From an optimization exercise on the open Yosys and OpenROAD flow, aimed at small area, a short achievable clock period and few clock cycles; shortcuts taken in it are not production practice.
At most, simulation tests tie the RTL to the original design; equivalence was not proved.
Power is estimated from default activity; no workload was simulated.

## v6
// udp_rx_demux
module udp_rx_demux (
    input  wire        clk,
    input  wire        rst,
    input  wire        in_valid,
    output wire        in_ready,
    input  wire [7:0]  in_data,
    input  wire        in_last,
    output wire        out_valid,
    input  wire        out_ready,
    output wire [7:0]  out_data,
    output wire        out_last,
    output wire        ev_valid,
    output wire [2:0]  ev_kind,
    output wire [2:0]  ev_slot,
    output wire [15:0] ev_sport,
    output wire [15:0] ev_dport,
    output wire [15:0] ev_len,
    input  wire        bind_en,
    input  wire [2:0]  bind_slot,
    input  wire [15:0] bind_port,
    input  wire        deq_en,
    input  wire [2:0]  deq_slot
);
    localparam [2:0] EV_ENQUEUE        = 3'd0,
                     EV_UNRECOGNIZED   = 3'd1,
                     EV_ARP_REPLY      = 3'd2,
                     EV_ARP_SUPPRESSED = 3'd3,
                     EV_NO_PORT        = 3'd4,
                     EV_QUEUE_FULL     = 3'd5;
    reg        first;           
    reg [15:0] cnt;             
    reg        f_mac;           
    reg        f_12, f_13, f_14;
    reg        f_u;             
    reg        f_ip;            
    reg        g33, g41;        
    reg        t12;             
    reg        ty_arp, ty_ip;   
    reg [3:0]  ihl;
    reg        dp_done;         
    reg        lkd;             
    reg [8:0]  sc;              
    reg        mt;              
    reg        lkdone;          
    reg        pend;            
    reg        rdy;             
    reg        rep;             
  ...
Size: roughly 940 cells after synthesis, roughly 310 flip-flops, about 100 I/O pins, roughly 13000 um2 of cells after synthesis.
Settings: LEC_CHECK=0, CAP_MARGIN=20, CORE_MARGIN=2, CORE_UTILIZATION=55, CTS_CLUSTER_DIAMETER=100, CTS_CLUSTER_SIZE=20, PLACE_DENSITY=0.7, SETUP_SLACK_MARGIN=3.5, SLEW_MARGIN=20; clock period 6.0 ns.
standard.sh (not shown) runs the stock make flow with config.mk's settings and CLKGATE_MAP_FILE= SYNTH_SCRIPT=/design/flow/synth_recipe.tcl, a recipe that flattens the netlist after the stock synthesis.
==> flow/flow/run.sh <==
#!/bin/bash
# The standard layout, with plain buf_2 cells as the port buffers instead of
# the delay cells buffer_ports picks by default.
set -euo pipefail
export BUFFER_PORTS_ARGS="-buffer_cell sky130_fd_sc_hd__buf_2"
bash standard.sh > standard.log 2>&1
v6: PASS, flow complete, no timing, DRC or antenna violations
Testbench counts of v6, summed over its fixed seeds: cycles 230,452.
Input changes introduced in v7 (baseline for comparison: v6):
-- flow/design.v --
<<< v6, line 50
    reg        ev_v;
    reg [2:0]  e_kind, e_slot;
    reg [7:0]  pb [0:3];        
    reg [47:0] mac;             
    reg [7:0]  out_d;
>>> v7, line 50
    reg        ev_v;
    reg [2:0]  e_kind, e_slot;
    reg [31:0] pbv;             
    reg [47:0] mac;             
    reg [7:0]  out_d;
<<< v6, line 70
    wire        arp_cls = ty_arp && g41;
    wire        arp_go = in_fire && in_last && arp_cls && !arp_seen;
    wire [15:0] dport = {pb[2], pb[3]};
    reg  [15:0] sel_port;
    reg         sel_valid;
>>> v7, line 70
    wire        arp_cls = ty_arp && g41;
    wire        arp_go = in_fire && in_last && arp_cls && !arp_seen;
    wire [15:0] dport = {pbv[15:8], pbv[7:0]};
    reg  [15:0] sel_port;
    reg         sel_valid;
<<< v6, line 107
                                cur + 3'd1;
    wire sel_full = cur[2];
    reg [7:0] rbyte;
    always @(*) begin
        case (cnt[5:0])
            6'd6, 6'd22:  rbyte = 8'h52;
            6'd7, 6'd23:  rbyte = 8'h54;
            6'd8, 6'd24:  rbyte = 8'h00;
            6'd9, 6'd25:  rbyte = 8'h12;
            6'd10, 6'd26: rbyte = 8'h34;
>>> v7, line 107
                                cur + 3'd1;
    wire sel_full = cur[2];
    wire [5:0] ri = cnt[5:0];
    wire r_mac = (ri[5:3] == 3'd0 && ri[2:0] <= 3'd5) || (ri >= 6'd32 && ri <= 6'd37);
    wire r_pb  = ri[5:1] == 5'b10011 || ri[5:1] == 5'b10100;
    reg  [7:0] r_pbb;
    always @(*)
        case (ri[1:0])
            2'd2:    r_pbb = pbv[31:24];
            2'd3:    r_pbb = pbv[23:16];
            2'd0:    r_pbb = pbv[15:8];
            default: r_pbb = pbv[7:0];
        endcase
    wire [7:0] r_data = (r_mac ? mac[47:40] : 8'd0) | (r_pb ? r_pbb : 8'd0);
    reg  [7:0] rbyte;
    always @(*) begin
        case (ri)
            6'd6, 6'd22:  rbyte = 8'h52;
            6'd7, 6'd23:  rbyte = 8'h54;
            6'd9, 6'd25:  rbyte = 8'h12;
            6'd10, 6'd26: rbyte = 8'h34;
<<< v6, line 118
            6'd12: rbyte = 8'h08;
            6'd13: rbyte = 8'h06;
            6'd14: rbyte = 8'h00;
            6'd15: rbyte = 8'h01;
            6'd16: rbyte = 8'h08;
            6'd17: rbyte = 8'h00;
            6'd18: rbyte = 8'h06;
            6'd19: rbyte = 8'h04;
            6'd20: rbyte = 8'h00;
            6'd21: rbyte = 8'h02;
            6'd28: rbyte = 8'h0a;
            6'd29: rbyte = 8'h00;
            6'd30: rbyte = 8'h02;
            6'd31: rbyte = 8'h0f;
            6'd38: rbyte = pb[0];
            6'd39: rbyte = pb[1];
            6'd40: rbyte = pb[2];
            6'd41: rbyte = pb[3];
            default: rbyte = mac[47:40];    
        endcase
    end
>>> v7, line 129
            6'd12: rbyte = 8'h08;
            6'd13: rbyte = 8'h06;
            6'd15: rbyte = 8'h01;
            6'd16: rbyte = 8'h08;
            6'd18: rbyte = 8'h06;
            6'd19: rbyte = 8'h04;
            6'd21: rbyte = 8'h02;
            6'd28: rbyte = 8'h0a;
            6'd30: rbyte = 8'h02;
            6'd31: rbyte = 8'h0f;
            default: rbyte = r_data;    
        endcase
    end
<<< v6, line 143
        if (rst) begin
            first    <= 1'b1;
            cnt      <= 16'd0;
            lkd      <= 1'b0;
            lkdone   <= 1'b0;
            dp_done  <= 1'b0;
            sc       <= 9'd0;
            mt       <= 1'b0;
>>> v7, line 146
        if (rst) begin
            first    <= 1'b1;
            sc       <= 9'd0;
            mt       <= 1'b0;
<<< v6, line 254
            if (in_fire) begin
                if (first && i >= 2)
                    pb[i] <= 8'd0;
                else if ((i == 0 && f_14) ||
                         (!ty_arp && f_u && pj == i) || (ty_arp && f_ip && c7[1:0] == i))
                    pb[i] <= in_data;
            end
        if (in_fire && f_mac)
>>> v7, line 253
            if (in_fire) begin
                if (first && i >= 2)
                    pbv[31-8*i -: 8] <= 8'd0;
                else if ((i == 0 && f_14) ||
                         (!ty_arp && f_u && pj == i) || (ty_arp && f_ip && c7[1:0] == i))
                    pbv[31-8*i -: 8] <= in_data;
            end
        if (in_fire && f_mac)
<<< v6, line 282
    assign ev_kind   = e_kind;
    assign ev_slot   = e_slot;
    assign ev_sport  = {pb[0], pb[1]};
    assign ev_dport  = {pb[2], pb[3]};
    assign ev_len    = cnt;
endmodule
>>> v7, line 281
    assign ev_kind   = e_kind;
    assign ev_slot   = e_slot;
    assign ev_sport  = {pbv[31:24], pbv[23:16]};
    assign ev_dport  = {pbv[15:8], pbv[7:0]};
    assign ev_len    = cnt;
endmodule
Notes after the runs:
Having completed the whole flow, v7 delivered a layout that passed the timing, design-rule and antenna checks. Cmp v7 vs v6: number of logic stages on the critical path including buffering higher in v7. In terms of proportion of cell area spent on the clock network, v6 and v7 differ only marginally. Relative to v6, the met2 layer usage reported by global route of v7 is higher by 0.63 points. On via count, v6 and v7 are basically level. Against v6, v7 reports a final non-filler cell area that is higher.
Testbench counts of v7, summed over its fixed seeds: cycles 230,452.

---

Another version of the RTL of udp_rx_demux (not shown whole).
For scale: about 290 flip-flops, ~100 I/O pins, about 13,000 um2 of cells after synthesis.
==> flow/config.mk <==
export PLATFORM = sky130hd
export DESIGN_NAME = udp_rx_demux
export DESIGN_NICKNAME = udp_rx_demux
export VERILOG_FILES = /design/flow/design.v
export SDC_FILE = /design/flow/constraint.sdc
export NUM_CORES = 4
export LEC_CHECK = 0
export CAP_MARGIN = 20
export CORE_MARGIN = 2
export CORE_UTILIZATION = 35
export PLACE_DENSITY = 0.55
export SLEW_MARGIN = 20
==> flow/constraint.sdc <==
create_clock -name core_clock -period 6.0 [get_ports {clk}]
set_input_delay 1.2000 -clock core_clock [delete_from_list [all_inputs] [get_ports {clk}]]
set_output_delay 1.2000 -clock core_clock [all_outputs]
set_load 0.01 [all_outputs]
run.sh (not shown) runs the stock make flow with config.mk's settings and CLKGATE_MAP_FILE= SYNTH_SCRIPT=/design/flow/synth_recipe.tcl, a recipe that flattens the netlist after the stock synthesis.
Stock flow here: none of the scripts above is used.
Edit:
--- a/flow/design.v
+++ b/flow/design.v
@@ -46,23 +46,24 @@
     reg        slot_valid [0:7];
     reg [2:0]  slot_count [0:7];
     wire in_fire  = in_valid && in_ready;
     wire out_fire = rep && out_ready;
     wire        near = !first && (cnt[15:7] == 9'd0);
     wire [6:0]  c7    = cnt[6:0];
     wire        at12  = near && c7 == 7'd12;
     wire        at13  = near && c7 == 7'd13;
     wire        at14  = near && c7 == 7'd14;
     wire        at_mac = near && c7 >= 7'd6 && c7 <= 7'd11;
     wire [6:0]  r     = c7 - 7'd14;
-    wire        at_u  = near && !r[6] && r[5:2] == ihl;    
+    wire [3:0]  ihl_e = at14 ? in_data[3:0] : ihl;
+    wire        at_u  = near && !r[6] && r[5:2] == ihl_e;    
     wire        at_ip = near && c7[6:2] == 5'd7;             
     wire        ge33  = !first && (cnt[15:6] != 10'd0 || (cnt[5] && cnt[4:0] != 5'd0));
     wire        ge41  = !first && (cnt[15:6] != 10'd0 || (cnt[5] && cnt[4:0] >= 5'd9));
     wire        dp_now = (dp_done && !first) || (at_u && r[1:0] == 2'd3);
     wire        trig   = ty_ip && !lkd && ge33 && (dp_now || in_last);
     wire        ip_cls = ty_ip && ge33;
     wire        arp_cls = ty_arp && ge41;
     wire [15:0] dport = {pb[2], pb[3]};
     reg  [7:0]  hit;
     reg  [7:0]  first_hit;
     reg  [2:0]  hit_slot;
@@ -107,27 +108,23 @@
             6'd28: rbyte = 8'h0a;
             6'd29: rbyte = 8'h00;
             6'd30: rbyte = 8'h02;
             6'd31: rbyte = 8'h0f;
             6'd38: rbyte = pb[0];
             6'd39: rbyte = pb[1];
             6'd40: rbyte = pb[2];
             6'd41: rbyte = pb[3];
             default: rbyte = mac[47:40];    
         endcase
     end
-    wire rep_end = cnt[5:0] == 6'd42;
-    wire mac_rot = out_fire && !rep_end &&
-                   (cnt[5:0] <= 6'd5 || (cnt[5:0] >= 6'd32 && cnt[5:0] <= 6'd37));
-    reg [7:0] out_d;
-    reg       out_l;
+    wire mac_rot = out_fire && (cnt[5:0] <= 6'd5 || (cnt[5:0] >= 6'd32 && cnt[5:0] <= 6'd37));
     integer i;
     always @(posedge clk) begin
         if (rst) begin
             first    <= 1'b1;
             lk       <= 1'b0;
             pend     <= 1'b0;
             rep      <= 1'b0;
             arp_seen <= 1'b0;
             ev_v     <= 1'b0;
             for (i = 0; i < 8; i = i + 1)
                 slot_valid[i] <= 1'b0;
@@ -157,81 +154,76 @@
                         if (lkd) ev_v <= 1'b1;
                         else     pend <= 1'b1;
                     end else begin
                         ev_v <= 1'b1;
                         if (arp_cls) begin
                             if (arp_seen) begin
                                 e_kind <= EV_ARP_SUPPRESSED;
                             end else begin
                                 e_kind   <= EV_ARP_REPLY;
                                 arp_seen <= 1'b1;
                                 rep      <= 1'b1;
-                                cnt      <= 16'd1;
-                                out_d    <= mac[47:40];
-                                out_l    <= 1'b0;
+                                cnt      <= 16'd0;
                             end
                         end else begin
                             e_kind <= EV_UNRECOGNIZED;
                         end
                     end
                 end
             end
             if (lk) begin
                 if (pend) begin
                     pend <= 1'b0;
                     ev_v <= 1'b1;
                 end
                 e_slot <= hit_slot;
                 if (hit == 8'd0)
                     e_kind <= EV_NO_PORT;
                 else if (hit_full)
                     e_kind <= EV_QUEUE_FULL;
                 else
                     e_kind <= EV_ENQUEUE;
             end
             if (out_fire) begin
-                cnt   <= cnt + 16'd1;
-                out_d <= rbyte;
-                out_l <= cnt[5:0] == 6'd41;
-                if (rep_end) rep <= 1'b0;
+                cnt <= cnt + 16'd1;
+                if (cnt[5:0] == 6'd41) rep <= 1'b0;
             end
             if (bind_en) slot_valid[bind_slot] <= bind_port != 16'd0;
         end
     end
     always @(posedge clk) begin
         for (i = 0; i < 4; i = i + 1)
             if (in_fire) begin
-                if (first && i >= 2)
+                if (first)
                     pb[i] <= 8'd0;
-                else if ((i == 0 && at14) ||
-                         (!ty_arp && at_u && r[1:0] == i) || (ty_arp && at_ip && c7[1:0] == i))
+                else if ((ty_ip && at_u && r[1:0] == i) || (ty_arp && at_ip && c7[1:0] == i))
                     pb[i] <= in_data;
             end
         if (in_fire && at_mac)
             mac <= {mac[39:0], in_data};
-        else if (mac_rot || (in_fire && in_last && arp_cls && !arp_seen))
+        else if (mac_rot)
             mac <= {mac[39:0], mac[47:40]};
     end
     always @(posedge clk) begin
         for (i = 0; i < 8; i = i + 1) begin
             if (bind_en && bind_slot == i) begin
                 slot_port[i]  <= bind_port;
                 slot_count[i] <= 3'd0;
             end else if (deq_en && deq_slot == i) begin
                 if (slot_count[i] != 3'd0)
                     slot_count[i] <= slot_count[i] - 3'd1;
             end else if (lk && first_hit[i] && !slot_count[i][2]) begin
                 slot_count[i] <= slot_count[i] + 3'd1;
             end
         end
     end
     assign in_ready  = !pend && !rep;
     assign out_valid = rep;
-    assign out_data  = out_d;
-    assign out_last  = out_l;
+    assign out_data  = rbyte;
+    assign out_last  = rep && cnt[5:0] == 6'd41;
     assign ev_valid  = ev_v;
     assign ev_kind   = e_kind;
     assign ev_slot   = e_slot;
     assign ev_sport  = {pb[0], pb[1]};
     assign ev_dport  = {pb[2], pb[3]};
     assign ev_len    = cnt;
 endmodule
- cell count shrinks by 2.7%
- core utilization grows by 0.46 points
- clock-buffer cell count shrinks by 6
- power shrinks by 0.68%
- hold slack hardly moves
- clock skew grows by 6.4 ps
- flip-flop and latch count shrinks by 9
- first-iteration DRC count shrinks by 3.1%
- sequential power shrinks by about 2%
- clock power barely changes
No run of this note included a check of the RTL's function; only the layout flow was run.

==> static timing again, ports no longer ideal <==
How much do the figures lean on ideal ports? The routed layouts below were timed once more, with nothing changed but the port constraints.
Step 1 sets driving cells, clkbuf_16 on the clock port and buf_2 on the other inputs (assumed; they add their load-dependent delay and slew).
Step 2 moves the port delays by t, midway between the first and last clock arrival at a register: inputs arrive t later, outputs are due t later. That takes back most of the time a late clock gives input paths.
Three values: no drivers, after step 1, after step 2; two values: the first two.
run | t, ns | slack for setup (ns) | hold WS [ns] | worst setup path at the end | slew at the worst register clock pin (ns)
v6 | 0.559 | 3.473 / 3.473 / 2.974 | 0.417 / 0.417 / 0.417 | input to register | 0.09 / 0.09
v7 | 0.559 | 3.472 / 3.472 / 2.999 | 0.415 / 0.415 / 0.415 | input to register | 0.09 / 0.09
the first run of note 2 | 0.604 | 2.368 / 2.368 / 1.803 | 0.417 / 0.417 / 0.417 | input to register | 0.06 / 0.06
the second run of note 2 | 0.605 | 0.624 / 0.571 / 1.176 | 0.416 / 0.416 / 0.416 | register to output | 0.07 / 0.07
After both steps setup and hold are still met in every run listed. For the first run of note 2, which loses most, drivers alone change the setup slack by 0.000 ns; drivers and shift together by -0.565 ns.
